From an optimization exercise on the open Yosys and OpenROAD flow, aimed at small area, a short achievable clock period and few clock cycles; shortcuts taken in it are not production practice.
At most, simulation tests tie the RTL to the original design; equivalence was not proved.
Power and IR drop assume default switching activity.

==> inputs of run D <==
==> flow/design.v <==
module eclog_crc_step (
    input  wire [15:0] crc_in,
    input  wire [7:0]  data,
    output wire [15:0] crc_out
);
    wire [7:0] x  = crc_in[15:8] ^ data;
    wire [7:0] xs = x ^ {4'b0000, x[7:4]};
    assign crc_out = {crc_in[7:0], 8'h00} ^ {xs[3:0], 12'h000} ^ {3'b000, xs, 5'b00000} ^ {8'h00, xs};
endmodule
module eclog_core (
    input  wire        clk,
    input  wire        rst,
    input  wire        in_valid,
    input  wire [7:0]  in_data,
    output reg         in_ready,
    output reg         out_valid,
    output reg  [7:0]  out_data,
    input  wire        out_ready,
    output reg         mem_req,
    output reg         mem_we,
    output reg  [10:0] mem_addr,
    output reg  [7:0]  mem_wdata,
    input  wire        mem_ready,
    input  wire [7:0]  mem_rdata
);
    localparam [7:0] NL = 8'h0A;
    localparam [6:0] P_BOOT  = 7'd0;
    localparam [6:0] P_ENTRY = 7'd6;
    localparam [6:0] P_ADDR  = 7'd17;
    localparam [6:0] P_NOENT = 7'd37;
    localparam [6:0] P_INV   = 7'd65;
    localparam [6:0] P_FULL  = 7'd80;
    reg         e_msg;         
    reg         e_pay;         
    reg         e_hex;         
    reg         e_sel;         
    reg  [6:0]  ptr;
    reg  [5:0]  oslot;         
    reg  [5:0]  scan_slot;     
    reg         scan_done;     
    reg  [1:0]  sph;           
    reg  [15:0] crc;
    reg         wr_erase;
    reg         wr_probe;      
    reg  [5:0]  cursor;
    reg         boot;          
    reg  [3:0]  lst;           
    reg         disp;          
    reg         rs;            
    reg         e_msg_n, e_pay_n, e_hex_n, e_sel_n;
    reg  [6:0]  ptr_n;
    reg  [5:0]  oslot_n;
    reg  [5:0]  scan_slot_n;
    reg         scan_done_n;
    reg  [1:0]  sph_n;
    reg  [15:0] crc_n;
    reg         wr_erase_n, wr_probe_n;
    reg  [5:0]  cursor_n;
    reg         boot_n;
    reg  [3:0]  lst_n;
    reg         disp_n;
    reg         rs_n;
    reg         out_valid_n;
    reg  [7:0]  out_data_n;
    reg         mem_we_n;
    reg  [10:0] mem_addr_n;
    reg  [7:0]  mem_wdata_n;
    reg  [7:0]  rom_char;
    localparam integer ROM_LEN = 97;
    localparam [8*ROM_LEN-1:0] ROM_TEXT = 776'h0A216C6C756620676F6C203A726F7272450A217475706E692064696C61766E490A21646E756F662073656972746E6520676F6C2064696C6176206F4E5830203A737365726464612079726F6D654D202E203A7972746E6520676F4C0A2E746F6F42;
    always @* rom_char = ROM_TEXT[8*ptr +: 8];
    reg  [1:0]  rom_next;      
    always @* begin
        case (ptr)
            7'd5, 7'd64, 7'd79, 7'd96: rom_next = 2'd1;
            7'd16:                      rom_next = 2'd2;
            7'd36:                      rom_next = 2'd3;
            default:                    rom_next = 2'd0;
        endcase
    end
    wire [15:0] crc_next;
    eclog_crc_step u_crc (
        .crc_in (crc),
        .data   (mem_rdata),
        .crc_out(crc_next)
    );
    wire [2:0]  fidx = mem_addr[2:0] + 3'd1;
    reg  [7:0]  frame_byte;
    always @* begin
        if (wr_probe)
            case (fidx)
                3'd0: frame_byte = "p";
                3'd1: frame_byte = "r";
                3'd2: frame_byte = "o";
                3'd3: frame_byte = "b";
                3'd4: frame_byte = "e";
                3'd5: frame_byte = 8'h00;
                3'd6: frame_byte = 8'h9E;
                default: frame_byte = 8'h61;
            endcase
        else
            case (fidx)
                3'd0: frame_byte = "B";
                3'd1: frame_byte = "o";
                3'd2: frame_byte = "o";
                3'd3: frame_byte = "t";
                3'd4: frame_byte = 8'h00;
                3'd5: frame_byte = 8'hBA;
                default: frame_byte = 8'h1C;
            endcase
    end
    wire wr_last = wr_erase ? (mem_addr[10:6] == 5'd31)
                            : (mem_addr[2:0] == {2'b11, wr_probe});
    localparam [3:0] L_EMPTY = 4'd0;
    localparam [3:0] L_ERASE = 4'd5;
    localparam [3:0] L_WRITE = 4'd10;
    localparam [3:0] L_READ  = 4'd14;
    localparam [3:0] L_BAD   = 4'd15;
    localparam [8*16-1:0] L_EXP = {8'h00, 8'h00, "dae", 8'h00, "etir", 8'h00, "esar", 8'h00};
    wire [7:0]  l_exp = L_EXP[8*lst +: 8];
    reg  [3:0]  lst_adv;
    always @* begin
        if (lst == L_EMPTY)
            lst_adv = (in_data == "e") ? 4'd1 :
                      (in_data == "w") ? 4'd6 :
                      (in_data == "r") ? 4'd11 : L_BAD;
        else if (lst == L_ERASE || lst == L_WRITE || lst == L_READ || lst == L_BAD
                 || in_data != l_exp)
            lst_adv = L_BAD;
        else
            lst_adv = lst + 4'd1;
    end
    reg  [3:0] hex_nib;
    always @* begin
        case (ptr[1:0])
            2'd3:    hex_nib = {1'b0, oslot[4:2]};
            2'd2:    hex_nib = {oslot[1:0], 2'b00};
            default: hex_nib = 4'd0;
        endcase
    end
    wire [7:0] hex_char = (ptr[1:0] == 2'd0) ? NL :
                          (hex_nib < 4'd10) ? (8'h30 + {4'h0, hex_nib})
                                            : (8'h37 + {4'h0, hex_nib});
    wire [1:0] hex_first = (oslot[4:2] != 3'd0) ? 2'd3 :
                           (oslot[1:0] != 2'd0) ? 2'd2 : 2'd1;
    wire ce       = !out_valid || out_ready;       
    wire take     = in_valid && in_ready;
    wire is_nl    = (in_data == NL);
    wire mr       = mem_ready;
    wire rz       = (mem_rdata == 8'h00);
    wire m_hi     = (mem_rdata == crc[15:8]);
    wire m_lo     = (mem_rdata == crc[7:0]);
    wire scan_use = !mem_we && !e_pay && !scan_done && !rs;
    wire boot_go  = boot && scan_done;
    wire idle     = !(e_msg || e_pay || e_hex || e_sel);
    wire go_msg   = disp && (d_full || d_msg);
    wire go_sel   = disp && d_read;
    wire go_wr    = disp && d_wr;
    wire em_msg   = e_msg || go_msg;
    wire em_sel   = e_sel || go_sel;
    wire d_erase  = (lst == L_ERASE);
    wire d_write  = (lst == L_WRITE) && !cursor[5];
    wire d_full   = (lst == L_WRITE) && cursor[5];
    wire d_read   = (lst == L_READ);
    wire d_msg    = !(lst == L_EMPTY || lst == L_ERASE || lst == L_WRITE || lst == L_READ);
    wire d_wr     = d_erase || d_write;
    wire d_bump   = d_write && (cursor == scan_slot);    
    wire sel_entry = (oslot != scan_slot);         
    wire sel_go    = sel_entry || scan_done;
    wire hex_last  = (ptr[1:0] == 2'd0);
    wire [5:0] ss_inc = scan_slot + 6'd1;
    wire       ss_top = (scan_slot == 6'd31);
    wire sc_bad  = (sph == 2'd0) ? (rz ? (mem_addr[5:0] == 6'd0) : (mem_addr[5:0] == 6'd60))
                 : (sph == 2'd1) ? !m_hi : !m_lo;
    wire sc_good = (sph == 2'd2) && m_lo;
    always @* begin
        if (boot_go)
            mem_addr_n = scan_slot[5] ? 11'd0 : {scan_slot[4:0], 6'd0};
        else if (mem_we)
            mem_addr_n = !mr ? mem_addr :
                         wr_last ? {scan_slot[4:0], 6'd0} :           
                         wr_erase ? {mem_addr[10:6] + 5'd1, mem_addr[5:0]} :
                                    {mem_addr[10:3], fidx};
        else if (e_pay)
            mem_addr_n = !(mr && ce) ? mem_addr : {mem_addr[10:6], mem_addr[5:0] + 6'd1};
        else if (rs)
            mem_addr_n = {scan_slot[4:0], 6'd0};                     
        else if (go_wr)
            mem_addr_n = d_erase ? 11'd0 : {cursor[4:0], 6'd0};
        else if (e_msg && rom_next == 2'd2 && ce)
            mem_addr_n = {oslot[4:0], 6'd0};
        else if (scan_use && mr)
            mem_addr_n = (sph == 2'd2) ? {ss_inc[4:0], 6'd0}
                                       : {mem_addr[10:6], mem_addr[5:0] + 6'd1};
        else
            mem_addr_n = mem_addr;
        if (!scan_use) begin
            sph_n = 2'd0;
            crc_n = 16'hFFFF;
        end else if (!mr) begin
            sph_n = sph;
            crc_n = crc;
        end else begin
            case (sph)
                2'd0:    sph_n = (rz && mem_addr[5:0] != 6'd0) ? 2'd1 : 2'd0;
                2'd1:    sph_n = 2'd2;
                default: sph_n = 2'd0;
            endcase
            crc_n = (sph == 2'd0) ? crc_next : (sph == 2'd2) ? 16'hFFFF : crc;
        end
        if (boot_go) begin
            scan_slot_n = scan_slot[5] ? 6'd0 : ss_inc;
            scan_done_n = scan_slot[5] || ss_top;
        end else if (disp && d_erase) begin
            scan_slot_n = 6'd0;
            scan_done_n = 1'b1;
        end else if (disp && d_bump) begin
            scan_slot_n = ss_inc;
            scan_done_n = ss_top;
        end else if (scan_use && mr && sc_good) begin
            scan_slot_n = ss_inc;
            scan_done_n = ss_top;
        end else begin
            scan_slot_n = scan_slot;
            scan_done_n = scan_done || (scan_use && mr && sc_bad);
        end
        if (boot_go || go_wr)
            mem_we_n = 1'b1;
        else if (mem_we && mr && wr_last)
            mem_we_n = 1'b0;
        else
            mem_we_n = mem_we;
        if (mem_we) begin
            wr_erase_n  = wr_erase;
            wr_probe_n  = wr_probe;
            mem_wdata_n = (mr && !wr_erase) ? frame_byte : mem_wdata;
        end else begin
            wr_erase_n  = boot ? scan_slot[5] : d_erase;
            wr_probe_n  = !boot;
            mem_wdata_n = (boot ? scan_slot[5] : d_erase) ? 8'h00 : boot ? "B" : "p";
        end
        if (boot_go)
            cursor_n = scan_slot[5] ? 6'd0 : scan_slot;
        else if (disp && d_erase)
            cursor_n = 6'd0;
        else if (mem_we && mr && wr_last && !wr_erase)
            cursor_n = cursor + 6'd1;
        else
            cursor_n = cursor;
        boot_n = boot && !scan_done;
        lst_n = take ? (is_nl ? lst : lst_adv) : disp ? L_EMPTY : lst;
        disp_n = take && is_nl;
        rs_n   = e_pay && ce && mr && rz;
        if (!ce)
            out_data_n = out_data;
        else if (em_msg)
            out_data_n = rom_char;
        else if (e_pay)
            out_data_n = rz ? "." : mem_rdata;
        else if (e_hex)
            out_data_n = hex_char;
        else if (em_sel)
            out_data_n = sel_entry ? "L" : "N";
        else
            out_data_n = in_data;                           
        out_valid_n = !ce || take || em_msg || (e_pay && mr) || e_hex || (em_sel && sel_go);
        if (boot_go)
            ptr_n = P_BOOT;
        else if (em_sel)
            ptr_n = sel_entry ? P_ENTRY + 7'd1 : P_NOENT + 7'd1;
        else if (go_msg)
            ptr_n = ce ? ptr + 7'd1 : ptr;
        else if (idle)
            ptr_n = d_full ? P_FULL : P_INV;
        else if (!ce)
            ptr_n = ptr;
        else if (e_msg)
            ptr_n = (rom_next == 2'd2) ? P_ADDR + 7'd1 :
                    (rom_next == 2'd3) ? {5'd0, hex_first} : ptr + 7'd1;
        else if (e_hex)
            ptr_n = {ptr[6:2], ptr[1:0] - 2'd1};
        else
            ptr_n = ptr;
        e_msg_n = (boot_go && !scan_slot[5])
               || (em_msg && !(ce && rom_next != 2'd0))
               || (e_pay && ce && mr && rz)
               || (em_sel && ce && sel_go);
        e_pay_n = (e_msg && ce && rom_next == 2'd2)
               || (e_pay && !(ce && mr && rz));
        e_hex_n = (e_msg && ce && rom_next == 2'd3)
               || (e_hex && !(ce && hex_last));
        e_sel_n = (e_hex && ce && hex_last)
               || (em_sel && !(ce && sel_go));
        if (idle && !disp)
            oslot_n = 6'd0;
        else if (e_hex && ce && hex_last)
            oslot_n = oslot + 6'd1;
        else
            oslot_n = oslot;
    end
    always @(posedge clk) begin
        if (rst) begin
            e_msg     <= 1'b0;
            e_pay     <= 1'b0;
            e_hex     <= 1'b0;
            e_sel     <= 1'b0;
            ptr       <= 7'd0;
            oslot     <= 6'd0;
            scan_slot <= 6'd0;
            scan_done <= 1'b0;
            sph       <= 2'd0;
            crc       <= 16'hFFFF;
            wr_erase  <= 1'b0;
            wr_probe  <= 1'b0;
            cursor    <= 6'd0;
            boot      <= 1'b1;
            lst       <= L_EMPTY;
            disp      <= 1'b0;
            rs        <= 1'b0;
            out_valid <= 1'b0;
            out_data  <= 8'h00;
            mem_we    <= 1'b0;
            mem_addr  <= 11'd0;
            mem_wdata <= 8'h00;
            in_ready  <= 1'b0;
            mem_req   <= 1'b1;
        end else begin
            e_msg     <= e_msg_n;
            e_pay     <= e_pay_n;
            e_hex     <= e_hex_n;
            e_sel     <= e_sel_n;
            ptr       <= ptr_n;
            oslot     <= oslot_n;
            scan_slot <= scan_slot_n;
            scan_done <= scan_done_n;
            sph       <= sph_n;
            crc       <= crc_n;
            wr_erase  <= wr_erase_n;
            wr_probe  <= wr_probe_n;
            cursor    <= cursor_n;
            boot      <= boot_n;
            lst       <= lst_n;
            disp      <= disp_n;
            rs        <= rs_n;
            out_valid <= out_valid_n;
            out_data  <= out_data_n;
            mem_we    <= mem_we_n;
            mem_addr  <= mem_addr_n;
            mem_wdata <= mem_wdata_n;
            in_ready  <= !boot_n && !(e_msg_n || e_pay_n || e_hex_n || e_sel_n)
                         && !mem_we_n && !out_valid_n;
            mem_req   <= mem_we_n || e_pay_n || !scan_done_n;
        end
    end
endmodule
==> flow/flow/run.sh <==
#!/bin/bash
# The standard layout (standard.sh, synthesis unchanged), with the
# input and output ports buffered by sky130_fd_sc_hd__buf_2 instead of the
# delay-cell buffer ORFS picks by default. make's full output goes to
# standard.log; ORFS keeps each step's log under orfs/logs/.
set -euo pipefail
export BUFFER_PORTS_ARGS="-buffer_cell sky130_fd_sc_hd__buf_2"
bash standard.sh > standard.log 2>&1
==> flow/standard.sh <==
#!/bin/bash
# synth_recipe.tcl (not shown) runs the flow's synth.tcl, then flattens the netlist and writes it again
# the make line also repeats each setting of config.mk as NAME=value (left out here)
make -C /OpenROAD-flow-scripts/flow DESIGN_CONFIG=/design/flow/config.mk WORK_HOME=/design/flow/orfs CLKGATE_MAP_FILE= SYNTH_SCRIPT=/design/flow/synth_recipe.tcl "${@:-finish}"
==> flow/config.mk <==
export PLATFORM = sky130hd
export DESIGN_NAME = eclog_core
export DESIGN_NICKNAME = eclog_core
export VERILOG_FILES = /design/flow/design.v
export SDC_FILE = /design/flow/constraint.sdc
export NUM_CORES = 4
export LEC_CHECK = 0
export ABC_AREA = 1
export CAP_MARGIN = 20
export CORE_MARGIN = 2
export CORE_UTILIZATION = 60
export PLACE_DENSITY = 0.75
export SETUP_SLACK_MARGIN = 4.5
export SLEW_MARGIN = 20
==> flow/constraint.sdc <==
create_clock -name core_clock -period 7.0 [get_ports {clk}]
set_input_delay 1.4000 -clock core_clock [delete_from_list [all_inputs] [get_ports {clk}]]
set_output_delay 1.4000 -clock core_clock [all_outputs]
set_load 0.01 [all_outputs]
==> run H (differences from run D) <==
--- a/flow/design.v
+++ b/flow/design.v
@@ -42,6 +42,7 @@
     reg  [15:0] crc;
     reg         wr_erase;
     reg         wr_probe;      
+    reg         erased;        
     reg  [5:0]  cursor;
     reg         boot;          
     reg  [3:0]  lst;           
@@ -59,6 +60,7 @@
     reg         boot_n;
     reg  [3:0]  lst_n;
     reg         disp_n;
+    reg         erased_n;
     reg         rs_n;
     reg         out_valid_n;
     reg  [7:0]  out_data_n;
@@ -67,8 +69,26 @@
     reg  [7:0]  mem_wdata_n;
     reg  [7:0]  rom_char;
     localparam integer ROM_LEN = 97;
-    localparam [8*ROM_LEN-1:0] ROM_TEXT = 776'h0A216C6C756620676F6C203A726F7272450A217475706E692064696C61766E490A21646E756F662073656972746E6520676F6C2064696C6176206F4E5830203A737365726464612079726F6D654D202E203A7972746E6520676F4C0A2E746F6F42;
-    always @* rom_char = ROM_TEXT[8*ptr +: 8];
+    localparam [5*ROM_LEN-1:0] ROM_CODES = 485'b00000010000110001100101010011000011001110111101100000111000110010011111001010010101110000001000101001010110000011100100100011001000100101100000011011001110110100000001000001000111010101011110011000011100110010101001100101010001110001010001100111011110110000011001000100101100000011011000011011111110111000010110001110001100111001100101100100010000100000010001111001100100111101101001011110000011010100001110001110011001010100011100010100011001110111111011000000101010100011110111100010;
+    wire [4:0]  rom_code = ROM_CODES[5*ptr +: 5];
+    always @* begin
+        case (rom_code)
+            5'd0: rom_char = 8'h0A;
+            5'd2: rom_char = 8'h42;
+            5'd3: rom_char = 8'h20;
+            5'd8: rom_char = 8'h21;
+            5'd10: rom_char = 8'h2E;
+            5'd11: rom_char = 8'h30;
+            5'd17: rom_char = 8'h3A;
+            5'd23: rom_char = 8'h45;
+            5'd24: rom_char = 8'h58;
+            5'd26: rom_char = 8'h49;
+            5'd27: rom_char = 8'h4C;
+            5'd28: rom_char = 8'h4D;
+            5'd29: rom_char = 8'h4E;
+            default: rom_char = {3'b011, rom_code};
+        endcase
+    end
     reg  [1:0]  rom_next;      
     always @* begin
         case (ptr)
@@ -109,7 +129,8 @@
                 default: frame_byte = 8'h1C;
             endcase
     end
-    wire wr_last = wr_erase ? (mem_addr[10:6] == 5'd31)
+    wire [5:0]  er_next = {1'b0, mem_addr[10:6]} + 6'd1;
+    wire wr_last = wr_erase ? (wr_probe ? (er_next == cursor) : (mem_addr[10:6] == 5'd31))
                             : (mem_addr[2:0] == {2'b11, wr_probe});
     localparam [3:0] L_EMPTY = 4'd0;
     localparam [3:0] L_ERASE = 4'd5;
@@ -163,7 +184,8 @@
     wire d_full   = (lst == L_WRITE) && cursor[5];
     wire d_read   = (lst == L_READ);
     wire d_msg    = !(lst == L_EMPTY || lst == L_ERASE || lst == L_WRITE || lst == L_READ);
-    wire d_wr     = d_erase || d_write;
+    wire d_erase_wr = d_erase && !(erased && cursor == 6'd0);    
+    wire d_wr     = d_erase_wr || d_write;
     wire d_bump   = d_write && (cursor == scan_slot);    
     wire sel_entry = (oslot != scan_slot);         
     wire sel_go    = sel_entry || scan_done;
@@ -236,18 +258,17 @@
             mem_wdata_n = (mr && !wr_erase) ? frame_byte : mem_wdata;
         end else begin
             wr_erase_n  = boot ? scan_slot[5] : d_erase;
-            wr_probe_n  = !boot;
+            wr_probe_n  = !boot && (!d_erase || erased);
             mem_wdata_n = (boot ? scan_slot[5] : d_erase) ? 8'h00 : boot ? "B" : "p";
         end
         if (boot_go)
             cursor_n = scan_slot[5] ? 6'd0 : scan_slot;
-        else if (disp && d_erase)
-            cursor_n = 6'd0;
-        else if (mem_we && mr && wr_last && !wr_erase)
-            cursor_n = cursor + 6'd1;
+        else if (mem_we && mr && wr_last)
+            cursor_n = wr_erase ? 6'd0 : cursor + 6'd1;
         else
             cursor_n = cursor;
         boot_n = boot && !scan_done;
+        erased_n = erased || (boot_go && scan_slot[5]) || (disp && d_erase);
         lst_n = take ? (is_nl ? lst : lst_adv) : disp ? L_EMPTY : lst;
         disp_n = take && is_nl;
         rs_n   = e_pay && ce && mr && rz;
@@ -316,6 +337,7 @@
             boot      <= 1'b1;
             lst       <= L_EMPTY;
             disp      <= 1'b0;
+            erased    <= 1'b0;
             rs        <= 1'b0;
             out_valid <= 1'b0;
             out_data  <= 8'h00;
@@ -341,6 +363,7 @@
             boot      <= boot_n;
             lst       <= lst_n;
             disp      <= disp_n;
+            erased    <= erased_n;
             rs        <= rs_n;
             out_valid <= out_valid_n;
             out_data  <= out_data_n;
Settings changed: SETUP_SLACK_MARGIN 4.5 to 4.3.
==> comparison <==
Of run D and run H, run D has the higher via count (gap 2.5%, measured against run H).
Against run D, the area after synthesis of run H is smaller by 5.2%.
Between run H and run D, the lower global-route usage is in run D (gap 0.58 points).
Non-clock buffer count: run D is lower than run H (12).
Of run H and run D, run D has the higher cell count (gap 4.9%, measured against run D).
In run D the sequential power is smaller than in run H, by 12%.
Between run D and run H, the lower die area is in run H (gap about 5%, measured against run H).
Against run D, the register-to-register slack of run H is worse by 230 ps.
Between run H and run D, the lower sequential share of layout area is in run D (gap 0.49 points).
Clock power: run D is lower than run H (about 3%).
Between run D and run H, the lower wire length is in run H (gap about 2.8%, measured against run H).
Testbench counts of run D, summed over its fixed seeds: cycles 45,479.
No functional check of the RTL was part of run H.

## re-timing with driven ports
The flow's constraints put no driver on any port. The routed layouts listed below were extracted and timed again, unchanged, in two steps. Step 1: set_driving_cell puts a clkbuf_16 on clk and a buf_2 on each other input, an assumption about the parent block. Step 2 moves the port delays by t, midway between the first and last clock arrival at a register: inputs arrive t later, outputs are due t later. That takes back most of the time a late clock gives input paths. Three values: ideal ports, drivers, drivers and shift; two values: the first two.
run	shift t [ns]	slack for setup (ns)	pins driven straight from the clock port
run D	0.397	4.547 / 4.505 / 4.274	1
run H	0.398	4.335 / 4.338 / 3.947	1
After both steps setup and hold are still met in every run listed. The setup slack of run H, which loses most, moves by +0.003 ns with the drivers and by -0.388 ns with both steps.
